From an optimization exercise on the open Yosys and OpenROAD flow, aimed at small area, a short achievable clock period and few clock cycles; shortcuts taken in it are not production practice.
At most, simulation tests tie the RTL to the original design; equivalence was not proved.
Function not checked in run 2: the RTL went through the layout flow alone.
Power is estimated from default activity; no workload was simulated.

### design.v
module meri_core (
    input  wire        clk,
    input  wire        rst,           
    input  wire        ld_we,         
    input  wire [7:0]  ld_addr,
    input  wire [7:0]  ld_data,
    input  wire        ld_len_we,     
    input  wire [8:0]  ld_len,
    input  wire        start,         
    input  wire [7:0]  dm_raddr,
    output wire [7:0]  dm_rdata,
    output wire [2:0]  status,
    output wire [7:0]  pc,
    output wire [1:0]  flags,         
    output wire [31:0] regs,          
    output wire [8:0]  len,
    output wire [2:0]  fault_cause,
    output wire [7:0]  fault_pc,
    output wire [8:0]  fault_value
);
    localparam [2:0] ST_IDLE    = 3'd0;
    localparam [2:0] ST_RUNNING = 3'd1;
    localparam [2:0] ST_HALTED  = 3'd2;
    localparam [2:0] ST_ENDED   = 3'd3;
    localparam [2:0] ST_FAULTED = 3'd4;
    localparam [1:0] FC_INCOMPLETE = 2'd1;
    localparam [1:0] FC_UNKNOWN_OP = 2'd2;
    localparam [1:0] FC_REG_RANGE  = 2'd3;
    reg  [2:0]    status_q;
    reg  [7:0]    pc_q;
    reg  [1:0]    flags_q;
    reg  [7:0]    r0_q, r1_q, r2_q, r3_q;
    reg  [8:0]    len_q;
    reg  [2:0]    fcause_q;
    reg  [7:0]    fpc_q;           
    reg  [8:0]    fval_q;
    reg  [1023:0] pme_q;           
    reg  [1023:0] pmo_q;           
    reg  [2047:0] dm_q;            
    reg  [7:0]    fa_q;            
    reg           mph2_q;          
    reg  [7:0]    md_dv, md_sv;    
    reg           ir_v;            
    reg           ir_end, ir_hlt, ir_flt;
    reg  [1:0]    ir_fc;
    reg  [8:0]    ir_fv;
    reg  [7:0]    ir_pc;
    reg           ir_alu;
    reg           ir_mov, ir_imm, ir_add, ir_sub, ir_inc, ir_dec, ir_cmp;
    reg           ir_dk, ir_sk, ir_ndv, ir_nsv, ir_two, ir_udm;
    reg  [7:0]    ir_a, ir_b;
    reg           ir_j;            
    reg  [1:0]    ir_cond;         
    reg           ir_pred;         
    reg  [7:0]    ir_tgt, ir_fall;
    reg           x_v;
    reg           x_end, x_hlt, x_flt;
    reg  [1:0]    x_fc;
    reg  [8:0]    x_fv;
    reg  [7:0]    x_pc;
    reg           x_alu;
    reg           x_mov, x_imm, x_add, x_sub, x_inc, x_dec, x_cmp;
    reg           x_dk, x_sk;
    reg  [7:0]    x_a, x_b;
    reg           x_j;
    reg  [1:0]    x_cond;
    reg           x_pred;
    reg  [7:0]    x_tgt, x_fall;
    wire idle    = (status_q == ST_IDLE);
    wire running = (status_q == ST_RUNNING);
    wire [4:0]  idx_o = fa_q[7:3];
    reg  [4:0]  ie_q;              
    wire [4:0]  idx_e = ie_q;
    wire [31:0] even_w, odd_w;
    meri_bank u_pme (.d(pme_q), .idx(idx_e), .q(even_w));
    meri_bank u_pmo (.d(pmo_q), .idx(idx_o), .q(odd_w));
    wire [63:0] bw  = {odd_w, even_w};
    wire [7:0]  p8  = 8'd1 << fa_q[2:0];
    wire [31:0] ins;
    genvar jj;
    generate
        for (jj = 0; jj < 4; jj = jj + 1) begin : g_rot
            meri_or8x8 u_rot (.d({bw, bw} >> (8 * jj)), .sel(p8), .q(ins[8*jj +: 8]));
        end
    endgenerate
    wire [31:0] w1 = fa_q[2] ? even_w : odd_w;     
    wire [7:0] op   = ins[7:0];
    wire [7:0] mode = ins[15:8];
    wire [7:0] a    = ins[23:16];
    wire [7:0] b    = ins[31:24];
    wire [7:0] op2  = w1[7:0];
    wire [7:0] a2   = w1[23:16];
    wire [8:0] fa9     = {1'b0, fa_q};
    wire [7:0] fa4     = fa_q + 8'd4;
    wire [7:0] fa8     = fa_q + 8'd8;
    wire       f_end   = fa9 >= len_q;
    wire       f_fits  = fa9 + 9'd4 <= len_q;
    wire       f_fits2 = {1'b0, fa4} + 9'd4 <= len_q;
    wire op_hi   = |op[7:4];
    wire op_unk  = op_hi || (op[3:0] >= 4'd12);
    wire op_hlt  = !op_hi && (op[3:0] == 4'd11);
    wire op_jmp  = !op_hi && (op[3:0] >= 4'd7) && (op[3:0] <= 4'd10);
    wire op_alu  = !op_hi && (op[3:0] <= 4'd6);
    wire is_mov  = op[2:0] == 3'd0;
    wire is_imm  = op[2:0] == 3'd1;
    wire is_add  = op[2:0] == 3'd2;
    wire is_sub  = op[2:0] == 3'd3;
    wire is_inc  = op[2:0] == 3'd4;
    wire is_dec  = op[2:0] == 3'd5;
    wire is_cmp  = op[2:0] == 3'd6;
    wire dk_mem   = mode[0];
    wire sk_mem   = mode[1];
    wire uses_src = is_mov || is_add || is_sub || is_cmp;
    wire dst_bad  = !dk_mem && (|a[7:2]);
    wire src_bad  = uses_src && !sk_mem && (|b[7:2]);
    wire need_dv  = dk_mem && !is_mov && !is_imm;
    wire need_sv  = sk_mem && uses_src;
    wire op2_jmp  = (op2 >= 8'd7) && (op2 <= 8'd10);
    wire [7:0] op_al  = fa_q[2] ? odd_w[7:0] : even_w[7:0];
    wire       jmp_al = (op_al >= 8'd7) && (op_al <= 8'd10);
    wire jmp1  = op_jmp;
    wire pair  = (fa_q[1:0] == 2'd0) && !jmp_al && f_fits2 && op2_jmp;
    wire [1:0] j_op   = jmp1 ? op[1:0] : op2[1:0];
    wire       d_j    = jmp1 || pair;
    wire [1:0] d_cond = j_op - 2'd3;                      
    wire       d_pred = j_op[0];                          
    wire [7:0] d_tgt  = jmp1 ? a : a2;
    wire [7:0] d_fall = pair ? fa8 : fa4;
    wire s_a   = jmp1 && op[0];
    wire s_a2  = pair && op2[0];
    wire s_f8  = pair && !op2[0];
    wire s_f4  = !s_a && !pair;
    wire [7:0] f_next = (a & {8{s_a}}) | (a2 & {8{s_a2}}) | (fa8 & {8{s_f8}}) | (fa4 & {8{s_f4}});
    function automatic [4:0] eidx(input [7:0] p);
        eidx = p[7:3] + {4'd0, p[2]};
    endfunction
    wire [4:0] f_ie = (eidx(a) & {5{s_a}}) | (eidx(a2) & {5{s_a2}}) |
                      (eidx(fa8) & {5{s_f8}}) | (eidx(fa4) & {5{s_f4}});
    reg        d_end, d_hlt, d_flt, d_alu;
    reg [1:0]  d_fc;
    reg [8:0]  d_fv;
    always @(*) begin
        d_end = 1'b0; d_hlt = 1'b0; d_flt = 1'b0; d_alu = 1'b0;
        d_fc = 2'd0; d_fv = 9'd0;
        if (f_end) begin
            d_end = 1'b1;
        end else if (!f_fits) begin
            d_flt = 1'b1; d_fc = FC_INCOMPLETE; d_fv = len_q - fa9;
        end else if (op_unk) begin
            d_flt = 1'b1; d_fc = FC_UNKNOWN_OP; d_fv = {1'b0, op};
        end else if (op_hlt) begin
            d_hlt = 1'b1;
        end else if (op_jmp) begin
        end else if (dst_bad) begin
            d_flt = 1'b1; d_fc = FC_REG_RANGE; d_fv = {1'b0, a};
        end else if (src_bad) begin
            d_flt = 1'b1; d_fc = FC_REG_RANGE; d_fv = {1'b0, b};
        end else begin
            d_alu = 1'b1;
        end
    end
    wire m_run = running && ir_v;
    wire m_ph1 = m_run && ir_two && !mph2_q;      
    reg        use_core;
    wire [7:0] m_addr   = (ir_ndv && !mph2_q) ? ir_a : ir_b;
    wire [31:0] dm_qt;
    wire [7:0]  dm_rd;
    genvar gg_i;
    generate
        for (gg_i = 0; gg_i < 4; gg_i = gg_i + 1) begin : g_dmq
            meri_dmq u_q (.d(dm_q[512*gg_i +: 512]), .a_core(m_addr[5:0]), .a_obs(dm_raddr[5:0]),
                          .use_core(use_core), .q(dm_qt[8*gg_i +: 8]));
        end
    endgenerate
    wire [3:0] dm_hi  = use_core ? (4'd1 << m_addr[7:6]) : (4'd1 << dm_raddr[7:6]);
    meri_or4x8 u_dm3 (.d(dm_qt), .sel(dm_hi), .q(dm_rd));
    assign dm_rdata = dm_rd;
    wire x_run  = running && x_v;
    wire x_exec = x_run && !x_end && !x_hlt && !x_flt;
    reg [7:0] ra, rb;
    always @(*) begin
        case (x_a[1:0])
            2'd0: ra = r0_q;
            2'd1: ra = r1_q;
            2'd2: ra = r2_q;
            default: ra = r3_q;
        endcase
        case (x_b[1:0])
            2'd0: rb = r0_q;
            2'd1: rb = r1_q;
            2'd2: rb = r2_q;
            default: rb = r3_q;
        endcase
    end
    wire [7:0] dv = x_dk ? md_dv : ra;
    wire [7:0] sv = x_sk ? md_sv : rb;
    wire       e_sc  = x_sub || x_cmp;
    wire       inv_c = e_sc || x_dec;
    wire [7:0] y     = (sv & {8{x_add || e_sc}}) ^ {8{e_sc || x_dec}};
    wire       cin   = e_sc || x_inc;
    reg  [8:0] sum;
    reg  [7:0] gg, pp, gn, pn;
    integer l, m;
    always @(*) begin
        gg = dv & y;
        pp = dv ^ y;
        gg[0] = gg[0] | (pp[0] & cin);
        for (l = 1; l < 8; l = l * 2) begin
            gn = gg;
            pn = pp;
            for (m = l; m < 8; m = m + 1) begin
                gn[m] = gg[m] | (pp[m] & gg[m - l]);
                pn[m] = pp[m] & pp[m - l];
            end
            gg = gn;
            pp = pn;
        end
        sum[0] = dv[0] ^ y[0] ^ cin;
        for (m = 1; m < 8; m = m + 1)
            sum[m] = dv[m] ^ y[m] ^ gg[m - 1];
        sum[8] = gg[7];
    end
    wire [7:0] res      = x_mov ? sv : x_imm ? x_b : sum[7:0];
    wire       wr_flags = x_alu && !x_mov && !x_imm;
    wire [7:0] px    = dv ^ y;
    wire [7:0] po    = dv | y;
    wire       nz    = (px[0] == cin) && (px[7:1] == po[6:0]);
    wire       nc    = sum[8] ^ inv_c;
    wire       z_new = wr_flags ? nz : flags_q[0];
    wire       c_new = wr_flags ? nc : flags_q[1];
    reg taken;
    always @(*) begin
        case (x_cond)
            2'd0:    taken = 1'b1;
            2'd1:    taken = z_new;
            2'd2:    taken = !z_new;
            default: taken = !z_new && !c_new;
        endcase
    end
    wire mispred = x_exec && x_j && (taken != x_pred);
    wire [7:0] x_next = (x_j && taken) ? x_tgt : x_fall;
    wire wr_dst = x_exec && x_alu && !x_cmp;
    wire wr_reg = wr_dst && !x_dk;
    wire wr_mem = wr_dst &&  x_dk;
    wire       m_fwd  = wr_mem && (x_a == m_addr);
    wire [7:0] m_data = m_fwd ? res : dm_rd;
    reg  [7:0] mra, mrb;
    always @(*) begin
        case (ir_a[1:0])
            2'd0: mra = r0_q;
            2'd1: mra = r1_q;
            2'd2: mra = r2_q;
            default: mra = r3_q;
        endcase
        case (ir_b[1:0])
            2'd0: mrb = r0_q;
            2'd1: mrb = r1_q;
            2'd2: mrb = r2_q;
            default: mrb = r3_q;
        endcase
    end
    wire       m_sc   = ir_sub || ir_cmp;
    wire [7:0] my     = (mrb & {8{ir_add || m_sc}}) ^ {8{m_sc || ir_dec}};
    wire       mcin   = m_sc || ir_inc;
    wire [8:0] msum   = {1'b0, mra} + {1'b0, my} + {8'd0, mcin};
    wire [7:0] mpx    = mra ^ my;
    wire [7:0] mpo    = mra | my;
    wire       m_nz   = (mpx[0] == mcin) && (mpx[7:1] == mpo[6:0]);
    wire       m_nc   = msum[8] ^ (m_sc || ir_dec);
    wire       m_wf   = ir_alu && !ir_mov && !ir_imm;
    wire       m_z    = m_wf ? m_nz : flags_q[0];
    wire       m_c    = m_wf ? m_nc : flags_q[1];
    reg m_taken;
    always @(*) begin
        case (ir_cond)
            2'd0:    m_taken = 1'b1;
            2'd1:    m_taken = m_z;
            2'd2:    m_taken = !m_z;
            default: m_taken = !m_z && !m_c;
        endcase
    end
    wire x_wf      = x_exec && wr_flags;
    wire m_uses_b  = ir_add || ir_sub || ir_cmp;
    wire m_hazard  = m_wf ? (wr_reg && ((x_a[1:0] == ir_a[1:0]) ||
                                        (m_uses_b && x_a[1:0] == ir_b[1:0])))
                          : x_wf;
    wire m_known   = m_run && ir_j && !(m_wf && ir_udm) && !m_hazard;
    wire m_mispred = m_known && (m_taken != ir_pred) && !mispred;
    wire [7:0] m_next = m_taken ? ir_tgt : ir_fall;
    wire f_start = idle && start && !ld_len_we && !(ld_we && ld_addr[7:3] == 5'd0);
    wire f_go    = (running && !m_ph1) || f_start;
    wire [8:0] len_nx = (ld_len_we && ld_len <= 9'd256) ? ld_len : len_q;
    wire run_nx  = (running && !(x_run && (x_end || x_hlt || x_flt))) || (idle && start);
    wire irv_nx  = !mispred && !m_mispred && (f_go ? 1'b1 : (idle ? 1'b0 : ir_v));
    wire udm_nx  = f_go ? (d_alu && (need_dv || need_sv)) : ir_udm;
    wire xv_nx   = !mispred && !m_ph1 && m_run;
    wire xfin_nx = xv_nx && (ir_end || ir_hlt);
    always @(posedge clk) begin
        if (rst)
            use_core <= 1'b0;
        else
            use_core <= run_nx && irv_nx && udm_nx && !xfin_nx;
    end
    always @(posedge clk) begin
        if (rst) begin
            status_q <= ST_IDLE;
            pc_q     <= 8'd0;
            flags_q  <= 2'd0;
            len_q    <= 9'd0;
            fcause_q <= 3'd0;
            fpc_q    <= 8'd0;
            fval_q   <= 9'd0;
            fa_q     <= 8'd0;
            ie_q     <= 5'd0;
            mph2_q   <= 1'b0;
            ir_v     <= 1'b0;
            x_v      <= 1'b0;
        end else begin
            if (idle) begin
                len_q <= len_nx;
                if (start)
                    status_q <= ST_RUNNING;
            end
            if (x_run) begin
                if (x_end) begin
                    status_q <= ST_ENDED;
                end else if (x_hlt) begin
                    status_q <= ST_HALTED;
                end else if (x_flt) begin
                    status_q <= ST_FAULTED;
                    fcause_q <= {1'b0, x_fc};
                    fpc_q    <= x_pc;
                    fval_q   <= x_fv;
                end else begin
                    flags_q <= {c_new, z_new};
                    pc_q    <= x_next;
                end
            end
            if (mispred) begin
                fa_q   <= x_next;
                ie_q   <= (x_j && taken) ? eidx(x_tgt) : eidx(x_fall);
                ir_v   <= 1'b0;
                x_v    <= 1'b0;
                mph2_q <= 1'b0;
            end else begin
                if (m_ph1) begin
                    mph2_q <= 1'b1;
                    x_v    <= 1'b0;
                end else begin
                    mph2_q <= 1'b0;
                    x_v    <= m_run;
                end
                if (m_mispred) begin
                    fa_q <= m_next;
                    ie_q <= m_taken ? eidx(ir_tgt) : eidx(ir_fall);
                    ir_v <= 1'b0;
                end else if (f_go) begin
                    fa_q <= f_next;
                    ie_q <= f_ie;
                    ir_v <= 1'b1;
                end else if (idle) begin
                    ir_v <= 1'b0;
                end
            end
        end
    end
    always @(posedge clk) begin
        if (m_ph1 || (ir_ndv && !ir_two))
            md_dv <= m_data;
        if (!m_ph1)
            md_sv <= m_data;
    end
    always @(posedge clk) begin
        begin
            x_end  <= ir_end;
            x_hlt  <= ir_hlt;
            x_flt  <= ir_flt;
            x_fc   <= ir_fc;
            x_fv   <= ir_fv;
            x_pc   <= ir_pc;
            x_alu  <= ir_alu;
            x_mov  <= ir_mov;
            x_imm  <= ir_imm;
            x_add  <= ir_add;
            x_sub  <= ir_sub;
            x_inc  <= ir_inc;
            x_dec  <= ir_dec;
            x_cmp  <= ir_cmp;
            x_dk   <= ir_dk;
            x_sk   <= ir_sk;
            x_a    <= ir_a;
            x_b    <= ir_b;
            x_j    <= ir_j;
            x_cond <= ir_cond;
            x_pred <= m_known ? m_taken : ir_pred;
            x_tgt  <= ir_tgt;
            x_fall <= ir_fall;
        end
    end
    always @(posedge clk) begin
        if (f_go) begin
            ir_end  <= d_end;
            ir_hlt  <= d_hlt;
            ir_flt  <= d_flt;
            ir_fc   <= d_fc;
            ir_fv   <= d_fv;
            ir_pc   <= fa_q;
            ir_alu  <= d_alu;
            ir_mov  <= d_alu && is_mov;
            ir_imm  <= d_alu && is_imm;
            ir_add  <= d_alu && is_add;
            ir_sub  <= d_alu && is_sub;
            ir_inc  <= d_alu && is_inc;
            ir_dec  <= d_alu && is_dec;
            ir_cmp  <= d_alu && is_cmp;
            ir_dk   <= dk_mem;
            ir_sk   <= sk_mem;
            ir_ndv  <= need_dv;
            ir_nsv  <= need_sv;
            ir_two  <= d_alu && need_dv && need_sv;
            ir_udm  <= d_alu && (need_dv || need_sv);
            ir_a    <= a;
            ir_b    <= b;
            ir_j    <= d_j;
            ir_cond <= d_cond;
            ir_pred <= d_pred;
            ir_tgt  <= d_tgt;
            ir_fall <= d_fall;
        end
    end
    always @(posedge clk) begin
        if (rst) begin
            r0_q <= 8'd0;
            r1_q <= 8'd0;
            r2_q <= 8'd0;
            r3_q <= 8'd0;
        end else if (wr_reg) begin
            case (x_a[1:0])
                2'd0: r0_q <= res;
                2'd1: r1_q <= res;
                2'd2: r2_q <= res;
                default: r3_q <= res;
            endcase
        end
    end
    wire pm_we = idle && !rst && ld_we;
    genvar gi;
    generate
        for (gi = 0; gi < 256; gi = gi + 1) begin : g_pm
            if (gi & 4) begin : g_odd
                always @(posedge clk)
                    if (pm_we && ld_addr == gi)
                        pmo_q[8*((gi >> 3) * 4 + (gi & 3)) +: 8] <= ld_data;
            end else begin : g_even
                always @(posedge clk)
                    if (pm_we && ld_addr == gi)
                        pme_q[8*((gi >> 3) * 4 + (gi & 3)) +: 8] <= ld_data;
            end
        end
    endgenerate
    wire [7:0] dm_wdata = rst ? 8'd0 : res;
    generate
        for (gi = 0; gi < 256; gi = gi + 1) begin : g_dm
            always @(posedge clk) begin
                if (rst || (wr_mem && x_a == gi))
                    dm_q[8*gi +: 8] <= dm_wdata;
            end
        end
    endgenerate
    wire show_end = x_run && x_end;
    wire show_hlt = x_run && x_hlt;
    assign status      = show_end ? ST_ENDED : show_hlt ? ST_HALTED : status_q;
    assign pc          = pc_q;
    assign flags       = flags_q;
    assign regs        = {r3_q, r2_q, r1_q, r0_q};
    assign len         = len_q;
    assign fault_cause = fcause_q;
    assign fault_pc    = fpc_q;
    assign fault_value = fval_q;
endmodule
module meri_or8x8 (
    input  wire [63:0] d,
    input  wire [7:0]  sel,
    output reg  [7:0]  q
);
    integer i;
    always @(*) begin
        q = 8'd0;
        for (i = 0; i < 8; i = i + 1)
            q = q | (d[8*i +: 8] & {8{sel[i]}});
    end
endmodule
module meri_or4x8 (
    input  wire [31:0] d,
    input  wire [3:0]  sel,
    output reg  [7:0]  q
);
    integer i;
    always @(*) begin
        q = 8'd0;
        for (i = 0; i < 4; i = i + 1)
            q = q | (d[8*i +: 8] & {8{sel[i]}});
    end
endmodule
module meri_or8x32 (
    input  wire [255:0] d,
    input  wire [7:0]   sel,
    output reg  [31:0]  q
);
    integer i;
    always @(*) begin
        q = 32'd0;
        for (i = 0; i < 8; i = i + 1)
            q = q | (d[32*i +: 32] & {32{sel[i]}});
    end
endmodule
module meri_bank (
    input  wire [1023:0] d,
    input  wire [4:0]    idx,
    output wire [31:0]   q
);
    wire [127:0] part;
    wire [31:0]  n01, n23;
    genvar i;
    generate
        for (i = 0; i < 4; i = i + 1) begin : g_part
            meri_bpart #(.P(i)) u_part (.d(d[256*i +: 256]), .idx(idx), .q(part[32*i +: 32]));
        end
    endgenerate
    meri_nor2x32  u_n01 (.a(part[31:0]),  .b(part[63:32]),  .y(n01));
    meri_nor2x32  u_n23 (.a(part[95:64]), .b(part[127:96]), .y(n23));
    meri_nand2x32 u_q   (.a(n01), .b(n23), .y(q));
endmodule
module meri_bpart #(parameter P = 0) (
    input  wire [255:0] d,
    input  wire [4:0]   idx,
    output wire [31:0]  q
);
    wire [7:0] sel = (idx[4:3] == P) ? (8'd1 << idx[2:0]) : 8'd0;
    meri_or8x32 u_sel (.d(d), .sel(sel), .q(q));
endmodule
module meri_nor2x32 (
    input  wire [31:0] a, b,
    output wire [31:0] y
);
    assign y = ~(a | b);
endmodule
module meri_nand2x32 (
    input  wire [31:0] a, b,
    output wire [31:0] y
);
    assign y = ~(a & b);
endmodule
module meri_dmq (
    input  wire [511:0] d,
    input  wire [5:0]   a_core,
    input  wire [5:0]   a_obs,
    input  wire         use_core,
    output wire [7:0]   q
);
    wire [7:0]  lo  = use_core ? (8'd1 << a_core[2:0]) : (8'd1 << a_obs[2:0]);
    wire [7:0]  mid = use_core ? (8'd1 << a_core[5:3]) : (8'd1 << a_obs[5:3]);
    wire [63:0] g;
    genvar i;
    generate
        for (i = 0; i < 8; i = i + 1) begin : g_grp
            meri_or8x8 u_sel (.d(d[64*i +: 64]), .sel(lo), .q(g[8*i +: 8]));
        end
    endgenerate
    meri_or8x8 u_mid (.d(g), .sel(mid), .q(q));
endmodule
### run.sh
#!/bin/bash
# synth_recipe.tcl (not shown) runs the flow's synth.tcl, then flattens the netlist and writes it again
# the make line also repeats each setting of config.mk as NAME=value (left out here)
make -C /OpenROAD-flow-scripts/flow DESIGN_CONFIG=/design/flow/config.mk WORK_HOME=/design/flow/orfs CLKGATE_MAP_FILE= SYNTH_SCRIPT=/design/flow/synth_recipe.tcl finish
### config.mk
export PLATFORM = sky130hd
export DESIGN_NAME = meri_core
export DESIGN_NICKNAME = meri_core
export VERILOG_FILES = /design/flow/design.v
export SDC_FILE = /design/flow/constraint.sdc
export NUM_CORES = 4
export LEC_CHECK = 0
export CAP_MARGIN = 20
export CORE_MARGIN = 2
export CORE_UTILIZATION = 55
export CTS_CLUSTER_DIAMETER = 100
export CTS_CLUSTER_SIZE = 25
export SETUP_SLACK_MARGIN = 4
export SLEW_MARGIN = 20
export SYNTH_HIERARCHICAL = 1
export TNS_END_PERCENT = 0
### constraint.sdc
create_clock -name core_clock -period 10.0 [get_ports {clk}]
set_input_delay 2.0000 -clock core_clock [delete_from_list [all_inputs] [get_ports {clk}]]
set_output_delay 2.0000 -clock core_clock [all_outputs]
set_load 0.01 [all_outputs]
==> results of run 1 <==
-- power breakdown --
group          internal (W)  switching [W]  leakage (nW)
Combinational       0.00134        0.00393          12.2
Clock               0.00376        0.00544          2.66
Sequential           0.0220       0.000602          41.5
Total                0.0271        0.00997          56.4
-- worst max path at each step --
stage                           from              endpoint  slack, ns
floorplan             x_b[0]$_DFF_P_  dm_q[1007]$_DFFE_PP_       1.80
global placement         dm_raddr[2]           dm_rdata[1]       1.46
detailed placement       dm_raddr[0]           dm_rdata[1]       1.43
CTS                      dm_raddr[2]           dm_rdata[6]       3.31
global route        ir_ndv$_DFFE_PP_    md_dv[7]$_DFFE_PP_       3.22
finish                   dm_raddr[0]           dm_rdata[0]       3.13
-- metrics by stage --
stage,instances,instance area (µm²)
6_report,14220,179500
5_1_grt,14220,179500
4_1_cts,14180,178700
3_5_place_dp,13850,171300
3_3_place_gp,13850,171300
2_1_floorplan,10220,165800
-- flip-flops by register name (all words and copies together) (netlist names), 9 cells and up --
| register | cells |
|---|---|
| dm_q | 2048 |
| pme_q | 1024 |
| fval_q | 9 |
| pmo_q | 1024 |
| len_q | 9 |
| x_fv | 9 |
| ir_fv | 9 |
-- layer usage --
metal	GRT usage, %	part of all wire (%)	wire length (µm)
met4	10.64	4.2	19770
met1	41.54	40	186000
met2	48.14	48	224700
met5	0	0.0024	11
met3	3.949	8.0	37210
-- layout make-up --
| class | count | area, µm² | area share, % |
|---|---|---|---|
| Tap cell | 3958 | 4952 | 2.760 |
| Clock buffer | 266 | 5295 | 2.951 |
| Timing Repair Buffer | 441 | 4740 | 2.641 |
| Multi-Input combinational cell | 5123 | 35300 | 19.67 |
| Clock inverter | 13 | 188.9 | 0.1053 |
| Inverter | 79 | 304.0 | 0.1694 |
| Antenna cell | 6 | 15.01 | 0.008366 |
| Sequential cell | 4337 | 128700 | 71.70 |
-- critical path: cells and delay by family --
family	cells	cell delay [ns]
AO/OA/AOI/OAI	3	1.08
multiplexers	1	0.24
buffers and inverters	3	0.50
AND/OR/NAND/NOR	4	0.91
-- timing repair --
item | 4_1_cts | 5_1_grt
resized for setup | 320 | 56
setup buffers | 46 | 19
hold buffers | 0 | 0
pin swaps | 66 | 70
gates cloned | 11 | 9
setup endpoints to repair | 113 | 354
-- cells in the final DEF (no fill, tap or decap), drive strengths merged, types with 82 or more instances in the layout --
cell type      count
clkdlybuf4s50     95
nor2             588
a21oi            111
nand4            579
edfxtp          4180
buf              336
clkbuf           272
a22oi           2306
nand2            727
dfxtp            157
inv               86
nor3             110
mux2i             82
==> results.cfg, run 1 <==
[floorplanning]
core_area_um2 = 299800
die_x_um = 552.9
initial_core_util_pct = 55.28
die_y_um = 552.9
die_area_um2 = 305700
rows = 201
ios = 120

[layout]
drive_gt1_share_pct = 9.533
finalNetCount = 10290
fillers = 22320
fin_util_pct = 59.86
area.growth.synth_to_final_pct = 8.294

[synthesis]
syn_nets = 10330
synth_warnings = 14
synth_area_per_cell_um2 = 16.21
synthCells = 10220
synth_area_um2 = 165700

[timing]
setup_viol = 0
fmax_mhz = 145.6
timing.final.crit_share_pct = 68.67
fin_ws_ns = 3.133
whs_ns = 0.3375
worst_pin_slew_ns = 1.217
period_needed_ns = 6.867
slew_viol_final = 0
hold_viol = 0
rsz0062_at_grt = true
relSlewSlack_pct = 18.73
skew_ns = 0.03670
tns_ns = 0

[setup_path]
endpoint_kind = output pin
rr_startpoint = ir_ndv$_DFFE_PP_
cp_cell_sequence = buf_12, mux2i_4, nor3_2, buf_12, a22oi_1, nand4_1, a22oi_2, nand4_1, a22oi_2, nand2_2, buf_6
slowest_delay_ns = 0.44
crit_path_start_kind = input pin
r2r_end = md_dv[7]$_DFFE_PP_
reg2reg_slack_ns = 3.26
cp_slowest_cell = a22oi_2
path_class = input pin to output pin
rr_worst_depth = 38
crit_required_ns = 8.00
arrival_ns = 4.87
crit_path_max_fanout = 64

[clock_network]
insertion_delay_ns = 0.93
cts_sinks = 4337
cts_tree = built
cts_root_buf = clkbuf_16
htree_levels = 4
clockBufferDepth = 4
clkSlewWorstSetupHoldPaths_ns = 0.10
numCtsBuffers = 197

[global_routing]
grt_pass1_vias = 92040
antenna_found_initial = 5
grt_overflow_total = 0
grt_start_max_net_pins = 257
grt_util_all_layers_pct = 29.69
grt_first_pass_wirelength_mm = 662.3

[placed_design]
place_ws_ns = 1.431
port_buffers = 118
hpwlAfterDp_mm = 287.5
place.gp.congestion = 0.9637

[flow_run]
drv_cap = 0

[min_path]
hold_class = flop to flop
worstHoldPathCells = 0
min_to = x_flt$_DFF_P_
hold_start = ir_flt$_SDFFCE_PP0P_

[pwr]
p_total_w = 0.03711
p_leak_nw = 56.39
vdd.ir_drop.worst_mv = 0.1899
pwr_density_cell_nw_per_um2 = 206.8

[route]
detail-route-antenna-nets = 0
routed-via-count = 96180
drt_wl_total_mm = 467.7
wl_per_cell_um = 32.88
drt-initial-drc-count = 13400
viasPerCell = 6.762
dr.pass1.iters = 9
drc = 0

[status]
status = complete, no violations
Testbench counts, summed over its fixed seeds: cycles 52,772.
==> run 2: changes to the inputs <==
--- a/design.v
+++ b/design.v
@@ -70,6 +70,5 @@
     wire running = (status_q == ST_RUNNING);
     wire [4:0]  idx_o = fa_q[7:3];
-    reg  [4:0]  ie_q;              
-    wire [4:0]  idx_e = ie_q;
+    wire [4:0]  idx_e = fa_q[7:3] + {4'd0, fa_q[2]};
     wire [31:0] even_w, odd_w;
     meri_bank u_pme (.d(pme_q), .idx(idx_e), .q(even_w));
@@ -117,24 +116,13 @@
     wire need_sv  = sk_mem && uses_src;
     wire op2_jmp  = (op2 >= 8'd7) && (op2 <= 8'd10);
-    wire [7:0] op_al  = fa_q[2] ? odd_w[7:0] : even_w[7:0];
-    wire       jmp_al = (op_al >= 8'd7) && (op_al <= 8'd10);
     wire jmp1  = op_jmp;
-    wire pair  = (fa_q[1:0] == 2'd0) && !jmp_al && f_fits2 && op2_jmp;
+    wire pair  = !jmp1 && (fa_q[1:0] == 2'd0) && f_fits2 && op2_jmp;
     wire [1:0] j_op   = jmp1 ? op[1:0] : op2[1:0];
     wire       d_j    = jmp1 || pair;
     wire [1:0] d_cond = j_op - 2'd3;                      
-    wire       d_pred = j_op[0];                          
+    wire       d_pred = (j_op == 2'd3) || (j_op == 2'd1);
     wire [7:0] d_tgt  = jmp1 ? a : a2;
     wire [7:0] d_fall = pair ? fa8 : fa4;
-    wire s_a   = jmp1 && op[0];
-    wire s_a2  = pair && op2[0];
-    wire s_f8  = pair && !op2[0];
-    wire s_f4  = !s_a && !pair;
-    wire [7:0] f_next = (a & {8{s_a}}) | (a2 & {8{s_a2}}) | (fa8 & {8{s_f8}}) | (fa4 & {8{s_f4}});
-    function automatic [4:0] eidx(input [7:0] p);
-        eidx = p[7:3] + {4'd0, p[2]};
-    endfunction
-    wire [4:0] f_ie = (eidx(a) & {5{s_a}}) | (eidx(a2) & {5{s_a2}}) |
-                      (eidx(fa8) & {5{s_f8}}) | (eidx(fa4) & {5{s_f4}});
+    wire [7:0] f_next = (d_j && d_pred) ? d_tgt : d_fall;
     reg        d_end, d_hlt, d_flt, d_alu;
     reg [1:0]  d_fc;
@@ -173,5 +161,6 @@
         end
     endgenerate
-    wire [3:0] dm_hi  = use_core ? (4'd1 << m_addr[7:6]) : (4'd1 << dm_raddr[7:6]);
+    wire [1:0] dm_hib = use_core ? m_addr[7:6] : dm_raddr[7:6];
+    wire [3:0] dm_hi  = 4'd1 << dm_hib;
     meri_or4x8 u_dm3 (.d(dm_qt), .sel(dm_hi), .q(dm_rd));
     assign dm_rdata = dm_rd;
@@ -312,5 +301,4 @@
             fval_q   <= 9'd0;
             fa_q     <= 8'd0;
-            ie_q     <= 5'd0;
             mph2_q   <= 1'b0;
             ir_v     <= 1'b0;
@@ -339,5 +327,4 @@
             if (mispred) begin
                 fa_q   <= x_next;
-                ie_q   <= (x_j && taken) ? eidx(x_tgt) : eidx(x_fall);
                 ir_v   <= 1'b0;
                 x_v    <= 1'b0;
@@ -353,9 +340,7 @@
                 if (m_mispred) begin
                     fa_q <= m_next;
-                    ie_q <= m_taken ? eidx(ir_tgt) : eidx(ir_fall);
                     ir_v <= 1'b0;
                 end else if (f_go) begin
                     fa_q <= f_next;
-                    ie_q <= f_ie;
                     ir_v <= 1'b1;
                 end else if (idle) begin
@@ -559,6 +544,7 @@
     output wire [7:0]   q
 );
-    wire [7:0]  lo  = use_core ? (8'd1 << a_core[2:0]) : (8'd1 << a_obs[2:0]);
-    wire [7:0]  mid = use_core ? (8'd1 << a_core[5:3]) : (8'd1 << a_obs[5:3]);
+    wire [5:0]  a   = use_core ? a_core : a_obs;
+    wire [7:0]  lo  = 8'd1 << a[2:0];
+    wire [7:0]  mid = 8'd1 << a[5:3];
     wire [63:0] g;
     genvar i;
--- a/config.mk
+++ b/config.mk
@@ -8,5 +8,5 @@
 export CAP_MARGIN = 20
 export CORE_MARGIN = 2
-export CORE_UTILIZATION = 55
+export CORE_UTILIZATION = 60
 export CTS_CLUSTER_DIAMETER = 100
 export CTS_CLUSTER_SIZE = 25
==> results.cfg, run 2 <==
[timing]
setup_viol = 0
tns_ns = 0
relSlewSlack_pct = 23.36
skew_ns = 0.04469
hold_viol = 0
worst_pin_slew_ns = 1.145
whs_ns = 0.3491
timing.final.crit_share_pct = 68.81
fmax_mhz = 145.3
rsz0062_at_grt = true
period_needed_ns = 6.881
slew_viol_final = 0

[setup_path]
arrival_ns = 4.88
path_class = input pin to output pin
slowest_delay_ns = 0.43
reg2reg_slack_ns = 3.28
cp_slowest_cell = nand4_1
endpoint_kind = output pin
crit_path_start_kind = input pin
rr_startpoint = fa_q[2]$_SDFFE_PP0P_
rr_worst_depth = 18
cp_cell_sequence = buf_12, mux2i_4, buf_4, nor3_4, buf_12, a22oi_1, nand4_1, a22oi_2, nand4_1, a22oi_2, nand2_2, buf_2
r2r_end = use_core$_SDFF_PP0_
crit_required_ns = 8.00
crit_path_max_fanout = 32

[floorplanning]
die_x_um = 527.8
rows = 192
die_area_um2 = 278600
initial_core_util_pct = 60.23
ios = 120
die_y_um = 527.8
core_area_um2 = 273400

[route]
dr.pass1.iters = 9
drc = 0
wl_per_cell_um = 33.52
detail-route-antenna-nets = 0
drt_wl_total_mm = 457.6
routed-via-count = 95150
drt-initial-drc-count = 12780
viasPerCell = 6.970

[clock_network]
numCtsBuffers = 195
htree_levels = 4
clkSlewWorstSetupHoldPaths_ns = 0.09
cts_sinks = 4332
cts_tree = built
cts_root_buf = clkbuf_16
clockBufferDepth = 4
insertion_delay_ns = 0.93

[synthesis]
synth_warnings = 14
synthCells = 10030
syn_nets = 10130
synth_area_per_cell_um2 = 16.42
synth_area_um2 = 164600

[layout]
finalNetCount = 10060
multi_input_area_um2 = 34330
top_regs = dm_q x2048, pme_q x1024, pmo_q x1024
fillers = 19110
final_common_cell = edfxtp_1
largest_reg_flops = 2048
drive_gt1_share_pct = 9.358
regArea_um2 = 128600
largest-register = dm_q
final_cell_mix = edfxtp_1 (4180), a22oi_1 (2211), nand4_1 (582)
area.growth.synth_to_final_pct = 7.726
final_cell_count_no_fill = 13650

[global_routing]
antenna_found_initial = 11
grt_overflow_total = 0
grt_first_pass_wirelength_mm = 653.2
grt_pass1_vias = 91320
grt_start_max_net_pins = 215
grt_util_all_layers_pct = 32.38

[min_path]
hold_class = flop to flop
hold_start = ir_dk$_DFFE_PP_
worstHoldPathCells = 0
min_to = x_dk$_DFF_P_

[pwr]
pwr_density_cell_nw_per_um2 = 216.6
power_switching_w = 0.01074
combPwrFrac_pct = 16.3
power_frac_seq_pct = 60.2
pwr-share-clk_pct = 23.5
vdd.ir_drop.worst_mv = 0.1861
p_sw_share_pct = 27.95
p_leak_nw = 55.44
internal_power_w = 0.02768

[placed_design]
placed_cells = 13310
hpwlAfterDp_mm = 282.6
port_buffers = 118
place.gp.congestion = 0.9775

[status]
status = complete, no violations

[flow_run]
drv_cap = 0
## run 2: worst max path at each step
stage	from	end	slack, ns	cells past startpoint
2_1_floorplan	x_b[0]$_DFF_P_	dm_q[1007]$_DFFE_PP_	1.79	13
3_3_place_gp	dm_raddr[0]	dm_rdata[7]	1.18	11
3_5_place_dp	dm_raddr[0]	dm_rdata[7]	1.16	11
4_1_cts	dm_raddr[2]	dm_rdata[0]	3.26	13
5_1_grt	dm_raddr[2]	dm_rdata[0]	3.11	13
6_report	dm_raddr[2]	dm_rdata[4]	3.12	12
## run 2: timing repair
action                                  CTS  global route
endpoints found under the setup margin  155           339
buffers inserted                         24             5
hold endpoints to repair                  0             0
gates resized for setup                 291            28
hold buffers                              0             0
pin swaps                                78            13
cloned                                   13             0
## run 2: power groups by stage
stage / Clock [W] / Sequential (W) / Combinational (W)
finish: 0.00903 / 0.0231 / 0.00625
global route: 0.00967 / 0.0233 / 0.00653
floorplan: 0 / 0.0233 / 0.00320
global placement: 0 / 0.0235 / 0.00578
detailed placement: 0 / 0.0236 / 0.00590
CTS: 0.00912 / 0.0231 / 0.00609
## run 2: per-layer routing
metal | track usage (%) | vias up | part of all wire, %
met1 | 45.46 | 49040 | 39
li1 | - | 40510 | -
met3 | 4.198 | 717 | 8.6
met2 | 51.87 | 4875 | 48
met5 | 0 | - | 0.0026
met4 | 13.46 | 2 | 4.7
## run 2: area by class of cell
type                    count  share of cell area (%)
clock inverters             9                 0.04162
diodes                      7                0.009876
well taps                3589                   2.532
multi-input cells        4945                   19.36
flip-flops and latches   4332                   72.49
inverters                  68                  0.1481
clock buffers             281                   2.969
repair buffers            421                   2.458
## run 2: stage by stage
| step | total power, W | cell area (µm²) | utilization [%] | setup slack (ns) |
|---|---|---|---|---|
| after global placement | 0.02930 | 170100 | 62.20 | 1.176 |
| after global routing | 0.03949 | 177400 | 64.88 | 3.114 |
| final | 0.03842 | 177400 | 64.88 | 3.119 |
| after detailed placement | 0.02948 | 170100 | 62.21 | 1.164 |
| after floorplan | 0.02655 | 164700 | - | 1.788 |
| after CTS | 0.03834 | 177100 | 64.78 | 3.263 |
## run 2: critical path, delay by kind of cell
kind            cells  cell delay [ns]
simple gates        4             0.91
buf+inv             4             0.69
compound gates      3             1.06
mux                 1             0.18
==> run 3: changes to the inputs <==
--- a/design.v
+++ b/design.v
@@ -70,5 +70,6 @@
     wire running = (status_q == ST_RUNNING);
     wire [4:0]  idx_o = fa_q[7:3];
-    wire [4:0]  idx_e = fa_q[7:3] + {4'd0, fa_q[2]};
+    reg  [4:0]  ie_q;              
+    wire [4:0]  idx_e = ie_q;
     wire [31:0] even_w, odd_w;
     meri_bank u_pme (.d(pme_q), .idx(idx_e), .q(even_w));
@@ -116,52 +117,46 @@
     wire need_sv  = sk_mem && uses_src;
     wire op2_jmp  = (op2 >= 8'd7) && (op2 <= 8'd10);
+    wire [7:0] op_al  = fa_q[2] ? odd_w[7:0] : even_w[7:0];
+    wire       jmp_al = (op_al >= 8'd7) && (op_al <= 8'd10);
     wire jmp1  = op_jmp;
-    wire pair  = !jmp1 && (fa_q[1:0] == 2'd0) && f_fits2 && op2_jmp;
+    wire pair  = (fa_q[1:0] == 2'd0) && !jmp_al && f_fits2 && op2_jmp;
     wire [1:0] j_op   = jmp1 ? op[1:0] : op2[1:0];
     wire       d_j    = jmp1 || pair;
     wire [1:0] d_cond = j_op - 2'd3;                      
-    wire       d_pred = (j_op == 2'd3) || (j_op == 2'd1);
+    wire       d_pred = j_op[0];                          
     wire [7:0] d_tgt  = jmp1 ? a : a2;
     wire [7:0] d_fall = pair ? fa8 : fa4;
-    wire [7:0] f_next = (d_j && d_pred) ? d_tgt : d_fall;
-    reg        d_end, d_hlt, d_flt, d_alu;
-    reg [1:0]  d_fc;
-    reg [8:0]  d_fv;
-    always @(*) begin
-        d_end = 1'b0; d_hlt = 1'b0; d_flt = 1'b0; d_alu = 1'b0;
-        d_fc = 2'd0; d_fv = 9'd0;
-        if (f_end) begin
-            d_end = 1'b1;
-        end else if (!f_fits) begin
-            d_flt = 1'b1; d_fc = FC_INCOMPLETE; d_fv = len_q - fa9;
-        end else if (op_unk) begin
-            d_flt = 1'b1; d_fc = FC_UNKNOWN_OP; d_fv = {1'b0, op};
-        end else if (op_hlt) begin
-            d_hlt = 1'b1;
-        end else if (op_jmp) begin
-        end else if (dst_bad) begin
-            d_flt = 1'b1; d_fc = FC_REG_RANGE; d_fv = {1'b0, a};
-        end else if (src_bad) begin
-            d_flt = 1'b1; d_fc = FC_REG_RANGE; d_fv = {1'b0, b};
-        end else begin
-            d_alu = 1'b1;
-        end
-    end
+    wire s_a   = jmp1 && op[0];
+    wire s_a2  = pair && op2[0];
+    wire s_f8  = pair && !op2[0];
+    wire s_f4  = !s_a && !pair;
+    wire [7:0] f_next = (a & {8{s_a}}) | (a2 & {8{s_a2}}) | (fa8 & {8{s_f8}}) | (fa4 & {8{s_f4}});
+    function automatic [4:0] eidx(input [7:0] p);
+        eidx = p[7:3] + {4'd0, p[2]};
+    endfunction
+    wire [4:0] f_ie = (eidx(a) & {5{s_a}}) | (eidx(a2) & {5{s_a2}}) |
+                      (eidx(fa8) & {5{s_f8}}) | (eidx(fa4) & {5{s_f4}});
+    wire d_end = f_end;
+    wire d_flt = !f_end && (!f_fits || op_unk || (!op_hlt && !op_jmp && (dst_bad || src_bad)));
+    wire d_hlt = !f_end && f_fits && op_hlt;
+    wire d_alu = !f_end && f_fits && op_alu && !dst_bad && !src_bad;
+    wire [1:0] d_fc = !f_fits ? FC_INCOMPLETE : op_unk ? FC_UNKNOWN_OP : FC_REG_RANGE;
+    wire [8:0] d_fv = !f_fits ? len_q - fa9 : op_unk ? {1'b0, op} :
+                      dst_bad ? {1'b0, a} : {1'b0, b};
     wire m_run = running && ir_v;
     wire m_ph1 = m_run && ir_two && !mph2_q;      
     reg        use_core;
     wire [7:0] m_addr   = (ir_ndv && !mph2_q) ? ir_a : ir_b;
-    wire [31:0] dm_qt;
+    wire [63:0] dm_blk;
     wire [7:0]  dm_rd;
     genvar gg_i;
     generate
-        for (gg_i = 0; gg_i < 4; gg_i = gg_i + 1) begin : g_dmq
-            meri_dmq u_q (.d(dm_q[512*gg_i +: 512]), .a_core(m_addr[5:0]), .a_obs(dm_raddr[5:0]),
-                          .use_core(use_core), .q(dm_qt[8*gg_i +: 8]));
+        for (gg_i = 0; gg_i < 8; gg_i = gg_i + 1) begin : g_dmb
+            meri_dmb u_b (.d(dm_q[256*gg_i +: 256]), .a_core(m_addr[4:0]), .a_obs(dm_raddr[4:0]),
+                          .use_core(use_core), .q(dm_blk[8*gg_i +: 8]));
         end
     endgenerate
-    wire [1:0] dm_hib = use_core ? m_addr[7:6] : dm_raddr[7:6];
-    wire [3:0] dm_hi  = 4'd1 << dm_hib;
-    meri_or4x8 u_dm3 (.d(dm_qt), .sel(dm_hi), .q(dm_rd));
+    wire [7:0] dm_hi = use_core ? (8'd1 << m_addr[7:5]) : (8'd1 << dm_raddr[7:5]);
+    meri_or8x8 u_dm3 (.d(dm_blk), .sel(dm_hi), .q(dm_rd));
     assign dm_rdata = dm_rd;
     wire x_run  = running && x_v;
@@ -282,5 +277,5 @@
     wire run_nx  = (running && !(x_run && (x_end || x_hlt || x_flt))) || (idle && start);
     wire irv_nx  = !mispred && !m_mispred && (f_go ? 1'b1 : (idle ? 1'b0 : ir_v));
-    wire udm_nx  = f_go ? (d_alu && (need_dv || need_sv)) : ir_udm;
+    wire udm_nx  = f_go ? (need_dv || need_sv) : ir_udm;
     wire xv_nx   = !mispred && !m_ph1 && m_run;
     wire xfin_nx = xv_nx && (ir_end || ir_hlt);
@@ -301,4 +296,5 @@
             fval_q   <= 9'd0;
             fa_q     <= 8'd0;
+            ie_q     <= 5'd0;
             mph2_q   <= 1'b0;
             ir_v     <= 1'b0;
@@ -327,4 +323,5 @@
             if (mispred) begin
                 fa_q   <= x_next;
+                ie_q   <= (x_j && taken) ? eidx(x_tgt) : eidx(x_fall);
                 ir_v   <= 1'b0;
                 x_v    <= 1'b0;
@@ -340,7 +337,9 @@
                 if (m_mispred) begin
                     fa_q <= m_next;
+                    ie_q <= m_taken ? eidx(ir_tgt) : eidx(ir_fall);
                     ir_v <= 1'b0;
                 end else if (f_go) begin
                     fa_q <= f_next;
+                    ie_q <= f_ie;
                     ir_v <= 1'b1;
                 end else if (idle) begin
@@ -404,5 +403,5 @@
             ir_nsv  <= need_sv;
             ir_two  <= d_alu && need_dv && need_sv;
-            ir_udm  <= d_alu && (need_dv || need_sv);
+            ir_udm  <= need_dv || need_sv;      
             ir_a    <= a;
             ir_b    <= b;
@@ -537,21 +536,20 @@
     assign y = ~(a & b);
 endmodule
-module meri_dmq (
-    input  wire [511:0] d,
-    input  wire [5:0]   a_core,
-    input  wire [5:0]   a_obs,
+module meri_dmb (
+    input  wire [255:0] d,
+    input  wire [4:0]   a_core,
+    input  wire [4:0]   a_obs,
     input  wire         use_core,
     output wire [7:0]   q
 );
-    wire [5:0]  a   = use_core ? a_core : a_obs;
-    wire [7:0]  lo  = 8'd1 << a[2:0];
-    wire [7:0]  mid = 8'd1 << a[5:3];
-    wire [63:0] g;
+    wire [7:0]  lo  = use_core ? (8'd1 << a_core[2:0]) : (8'd1 << a_obs[2:0]);
+    wire [3:0]  mid = use_core ? (4'd1 << a_core[4:3]) : (4'd1 << a_obs[4:3]);
+    wire [31:0] g;
     genvar i;
     generate
-        for (i = 0; i < 8; i = i + 1) begin : g_grp
+        for (i = 0; i < 4; i = i + 1) begin : g_grp
             meri_or8x8 u_sel (.d(d[64*i +: 64]), .sel(lo), .q(g[8*i +: 8]));
         end
     endgenerate
-    meri_or8x8 u_mid (.d(g), .sel(mid), .q(q));
+    meri_or4x8 u_mid (.d(g), .sel(mid), .q(q));
 endmodule
--- a/config.mk
+++ b/config.mk
@@ -8,7 +8,8 @@
 export CAP_MARGIN = 20
 export CORE_MARGIN = 2
-export CORE_UTILIZATION = 60
+export CORE_UTILIZATION = 65
 export CTS_CLUSTER_DIAMETER = 100
 export CTS_CLUSTER_SIZE = 25
+export PLACE_DENSITY = 0.7
 export SETUP_SLACK_MARGIN = 4
 export SLEW_MARGIN = 20
==> results.cfg, run 3 <==
[status]
status = complete, no violations

[clock_network]
cts_root_buf = clkbuf_16
clockBufferDepth = 3
insertion_delay_ns = 0.87
cts_sinks = 4337
numCtsBuffers = 192
clkSlewWorstSetupHoldPaths_ns = 0.10
cts_tree = built
htree_levels = 4

[flow_run]
drv_cap = 0

[layout]
finalNetCount = 10360
largest_reg_flops = 2048
area.growth.synth_to_final_pct = 8.584
largest-register = dm_q
drive_gt1_share_pct = 12.27
top_regs = dm_q x2048, pme_q x1024, pmo_q x1024
final_cell_mix = edfxtp_1 (4180), a22oi_1 (2108), nand4_1 (561)
final_common_cell = edfxtp_1

[floorplanning]
ios = 120
die_y_um = 511.3
core_area_um2 = 256500
die_area_um2 = 261400
die_x_um = 511.3
initial_core_util_pct = 65.23
rows = 186

[route]
drt_wl_total_mm = 463.8
detail-route-antenna-nets = 0
dr.pass1.iters = 9
routed-via-count = 99220
viasPerCell = 7.236
drt-initial-drc-count = 14390
wl_per_cell_um = 33.82
drc = 0

[pwr]
pwr_density_cell_nw_per_um2 = 217.9
vdd.ir_drop.worst_mv = 0.2041
p_leak_nw = 57.81

[min_path]
hold_start = ir_pc[7]$_DFFE_PP_
hold_class = flop to flop

[placed_design]
hpwlAfterDp_mm = 286.1
place_ws_ns = 1.596
port_buffers = 118
place.gp.congestion = 0.9639

[synthesis]
synth_warnings = 14
syn_nets = 10360
synthCells = 10250
synth_area_um2 = 167300
synth_area_per_cell_um2 = 16.33

[timing]
rsz0062_at_grt = true
relSlewSlack_pct = 19.53
fin_ws_ns = 3.322
period_needed_ns = 6.678
skew_ns = 0.02502
fmax_mhz = 149.8
hold_viol = 0
worst_pin_slew_ns = 1.203
setup_viol = 0
slew_viol_final = 0
tns_ns = 0
timing.final.crit_share_pct = 66.78

[setup_path]
crit_path_max_fanout = 9
rr_startpoint = ir_b[0]$_DFFE_PP_
arrival_ns = 7.27
path_delay_family = buffers and inverters
cp_slowest_cell = a22oi_2
startpoint = dm_raddr[2]
endpoint_kind = flop
path_class = input pin to flop
crit_path_start_kind = input pin
slowest_delay_ns = 0.48
crit_required_ns = 10.60
path_buf_inv = 24
critPathMostFrequentCell = buf_4

[global_routing]
grt_pass1_vias = 94830
grt_first_pass_wirelength_mm = 659.3
grt_util_all_layers_pct = 34.68
grt_overflow_total = 0
grt_start_max_net_pins = 175
antenna_found_initial = 16
## run 3: final cells by class
| cell class | instances | area (µm²) |
|---|---|---|
| timing repair buffer | 496 | 5054 |
| clock inverter | 13 | 212.7 |
| fill | 16130 | 74810 |
| multi-input combinational | 5126 | 37980 |
| antenna | 8 | 20.02 |
| clock buffer | 255 | 5126 |
| sequential | 4337 | 128700 |
| tap | 3384 | 4234 |
| inverter | 94 | 354.1 |
## run 3: layer usage
metal	vias up	global-route usage [%]	share of wire, %
met1	50250	47.39	36
met2	6201	54.59	47
li1	41670	-	-
met4	14	17.36	6.1
met3	1082	6.058	10
met5	-	0	0.030
## run 3: power by group
group          leakage [nW]  switching [W]  internal [W]  total, W
registers              41.5       0.000793        0.0226    0.0234
clock network          2.59        0.00527       0.00364   0.00891
logic                  13.7        0.00523       0.00203   0.00726
total                  57.8         0.0113        0.0283    0.0396
## run 3: stage by stage
step	power, W	instance area, µm²	hold slack (ns)	utilization (%)	std cells
2_1_floorplan	0.02697	167300	0.3233	-	10250
3_3_place_gp	0.02985	172300	0.3303	67.16	13300
3_5_place_dp	0.03005	172300	0.3269	67.19	13300
4_1_cts	0.03919	180700	0.3491	70.45	13680
5_1_grt	0.04058	181600	0.3544	70.82	13710
6_report	0.03957	181700	0.3493	70.83	13710
## run 3: worst paths after layout
check                  endpoint  slack, ns  cells after the start
max          md_sv[4]$_DFFE_PN_       3.32                     33
max reg2reg  md_sv[4]$_DFFE_PN_       3.38                     32
min reg2reg     x_pc[7]$_DFF_P_       0.35                      0
min             x_pc[7]$_DFF_P_       0.35                      0
## run 3: timing repair
action | in CTS | in global routing
endpoints found under the setup margin | 27 | 407
resized for setup | 469 | 109
hold buffers | 0 | 0
pin swaps | 95 | 50
setup buffers | 93 | 11
gates cloned | 14 | 11
Testbench counts of run 3, summed over its fixed seeds: cycles 52,772.
==> run 4: changes to the inputs <==
--- a/design.v
+++ b/design.v
@@ -158,6 +158,9 @@
     endgenerate
     wire [7:0] dm_hi = use_core ? (8'd1 << m_addr[7:5]) : (8'd1 << dm_raddr[7:5]);
-    meri_or8x8 u_dm3 (.d(dm_blk), .sel(dm_hi), .q(dm_rd));
-    assign dm_rdata = dm_rd;
+    wire [7:0] m_hi  = 8'd1 << m_addr[7:5];
+    wire [7:0] dm_obs;
+    meri_or8x8 u_dm3 (.d(dm_blk), .sel(dm_hi), .q(dm_obs));
+    meri_or8x8 u_dmc (.d(dm_blk), .sel(m_hi), .q(dm_rd));
+    assign dm_rdata = dm_obs;
     wire x_run  = running && x_v;
     wire x_exec = x_run && !x_end && !x_hlt && !x_flt;
==> results.cfg, run 4 <==
[floorplanning]
ios = 120
initial_core_util_pct = 65.16
die_y_um = 510.8
core_area_um2 = 256200
die_x_um = 510.8
rows = 186
die_area_um2 = 260900

[layout]
finalNetCount = 10500
largest_reg_flops = 2048
top_regs = dm_q x2048, pme_q x1024, pmo_q x1024
multi_input_area_um2 = 37960
final_cell_mix = edfxtp_1 (4180), a22oi_1 (2135), nand2_1 (631)
drive_gt1_share_pct = 11.95
final_common_cell = edfxtp_1
regArea_um2 = 128700
area.growth.synth_to_final_pct = 8.776
final_cell_count_no_fill = 13880
fillers = 16010
largest-register = dm_q

[clock_network]
htree_levels = 4
cts_sinks = 4337
insertion_delay_ns = 0.94
numCtsBuffers = 192
clkSlewWorstSetupHoldPaths_ns = 0.10
cts_root_buf = clkbuf_16
hold_buffers = 0
clockBufferDepth = 3
cts_tree = built

[route]
routed-via-count = 99890
viasPerCell = 7.197
detail-route-antenna-nets = 0
wl_per_cell_um = 33.07
dr.pass1.iters = 6
drc = 0
drt-initial-drc-count = 14020
drt_wl_total_mm = 459.1

[synthesis]
synth_area_per_cell_um2 = 16.06
syn_nets = 10510
synth_area_um2 = 167000
synthCells = 10400
synth_warnings = 14

[setup_path]
cp_cell_sequence = buf_12, or2_4, o22ai_4, buf_4, clkbuf_16, a22oi_1, nand4_1, a22oi_1, nand2_1, a22oi_2, nand4_1, buf_2
path_class = input pin to output pin
path_buf_inv = 4
cp_slowest_cell = a22oi_2
path_delay_family = compound AO/OA/AOI/OAI gates
crit_required_ns = 8.00
startpoint = dm_raddr[0]
crit_path_max_fanout = 16
crit_path_start_kind = input pin
endpoint_kind = output pin
slowest_delay_ns = 0.43
rr_startpoint = ie_q[3]$_SDFFE_PP0P_
arrival_ns = 4.80

[global_routing]
grt.busiest_layer = met2
grt_first_pass_wirelength_mm = 655.1
grt_overflow_total = 0
grt_start_max_net_pins = 183
grt_use_met1_pct = 46.95
grt_util_all_layers_pct = 34.45
met3_usage_pct = 6.178
grt_use_met2_pct = 54.51
grt_pass1_vias = 95060
antenna_found_initial = 8

[timing]
fmax_mhz = 147.1
skew_ns = 0.06697
relSlewSlack_pct = 19.74
worst_pin_slew_ns = 1.188
setup_viol = 0
period_needed_ns = 6.796
rsz0062_at_grt = true
slew_viol_final = 0
timing.final.crit_share_pct = 67.96
hold_viol = 0
tns_ns = 0
whs_ns = 0.3486

[placed_design]
port_buffers = 118
placed_cells = 13450
place.gp.congestion = 0.9825
hpwlAfterDp_mm = 284.4

[pwr]
p_total_w = 0.03875
p_leak_nw = 57.13
vdd.ir_drop.worst_mv = 0.2281
pwr_density_cell_nw_per_um2 = 213.4

[min_path]
hold_start = ir_a[3]$_DFFE_PP_
hold_class = flop to flop

[flow_run]
drv_cap = 0

[status]
status = complete, no violations
==> run 4: final timing paths <==
path	to	slack (ns)	cells after the start
max	dm_rdata[0]	3.20	12
min	x_a[3]$_DFF_P_	0.35	0
max reg2reg	ie_q[1]$_SDFFE_PP0P_	3.87	18
min reg2reg	x_a[3]$_DFF_P_	0.35	0
==> run 4: layer usage <==
| metal | wire (µm) | up-vias |
|---|---|---|
| met5 | 62 | - |
| met2 | 218100 | 6098 |
| met4 | 25750 | 12 |
| met3 | 46640 | 963 |
| li1 | - | 42110 |
| met1 | 168600 | 50710 |
==> run 4: repair_timing <==
action,in CTS,in global routing
gates resized for setup,541,35
setup endpoints to repair,268,487
gates cloned,25,4
setup buffers,82,20
pin swaps,141,21
endpoints found under the hold margin,0,0
==> run 4: cell type report <==
cell class | count | area share, %
Timing Repair Buffer | 488 | 2.705
Sequential cell | 4337 | 70.85
Multi-Input combinational cell | 5272 | 20.90
Tap cell | 3384 | 2.331
Antenna cell | 8 | 0.01102
Clock buffer | 272 | 2.834
Inverter | 101 | 0.2136
Clock inverter | 18 | 0.1557
==> run 4: metrics by stage <==
step	instance area [µm²]	setup WS [ns]	utilization, %
6_report	181600	3.204	70.88
5_1_grt	181600	3.292	70.87
2_1_floorplan	167000	2.520	-
3_5_place_dp	172100	1.610	67.15
3_3_place_gp	172000	1.606	67.12
4_1_cts	181100	3.511	70.69
==> run 4: where the power goes <==
| group | switching [W] | total [W] | internal (W) |
|---|---|---|---|
| registers | 0.000720 | 0.0231 | 0.0224 |
| clock network | 0.00532 | 0.00897 | 0.00364 |
| logic | 0.00488 | 0.00666 | 0.00178 |
| total | 0.0109 | 0.0387 | 0.0278 |
Testbench counts of run 4, summed over its fixed seeds: cycles 52,772.

==> what the ideal ports hide <==
No port has a modelled driver above. Below, the same layouts with a new extraction and two added sets of constraints. Step 1: set_driving_cell puts a clkbuf_16 on clk and a buf_2 on each other input, an assumption about the parent block. Step 2 times the ports against the registers' clock, not the clock port: input delays grow and output delays shrink by t, the midpoint of the rising clock arrivals with the driver on. Three values: ideal, step 1, step 2; two values: the first two.
| run | t, ns | setup slack, ns | cell pins on the clock port's net |
|---|---|---|---|
| run 1 | 1.014 | 3.133 / 3.048 / 2.177 | 1 |
| run 2 | 1.010 | 3.119 / 3.069 / 3.069 | 1 |
| run 3 | 0.960 | 3.322 / 3.210 / 2.329 | 1 |
| run 4 | 1.005 | 3.204 / 3.031 / 3.031 | 1 |
After both steps setup and hold are still met in every run listed. The setup slack of run 3, which loses most, moves by -0.112 ns with the drivers and by -0.993 ns with both steps.
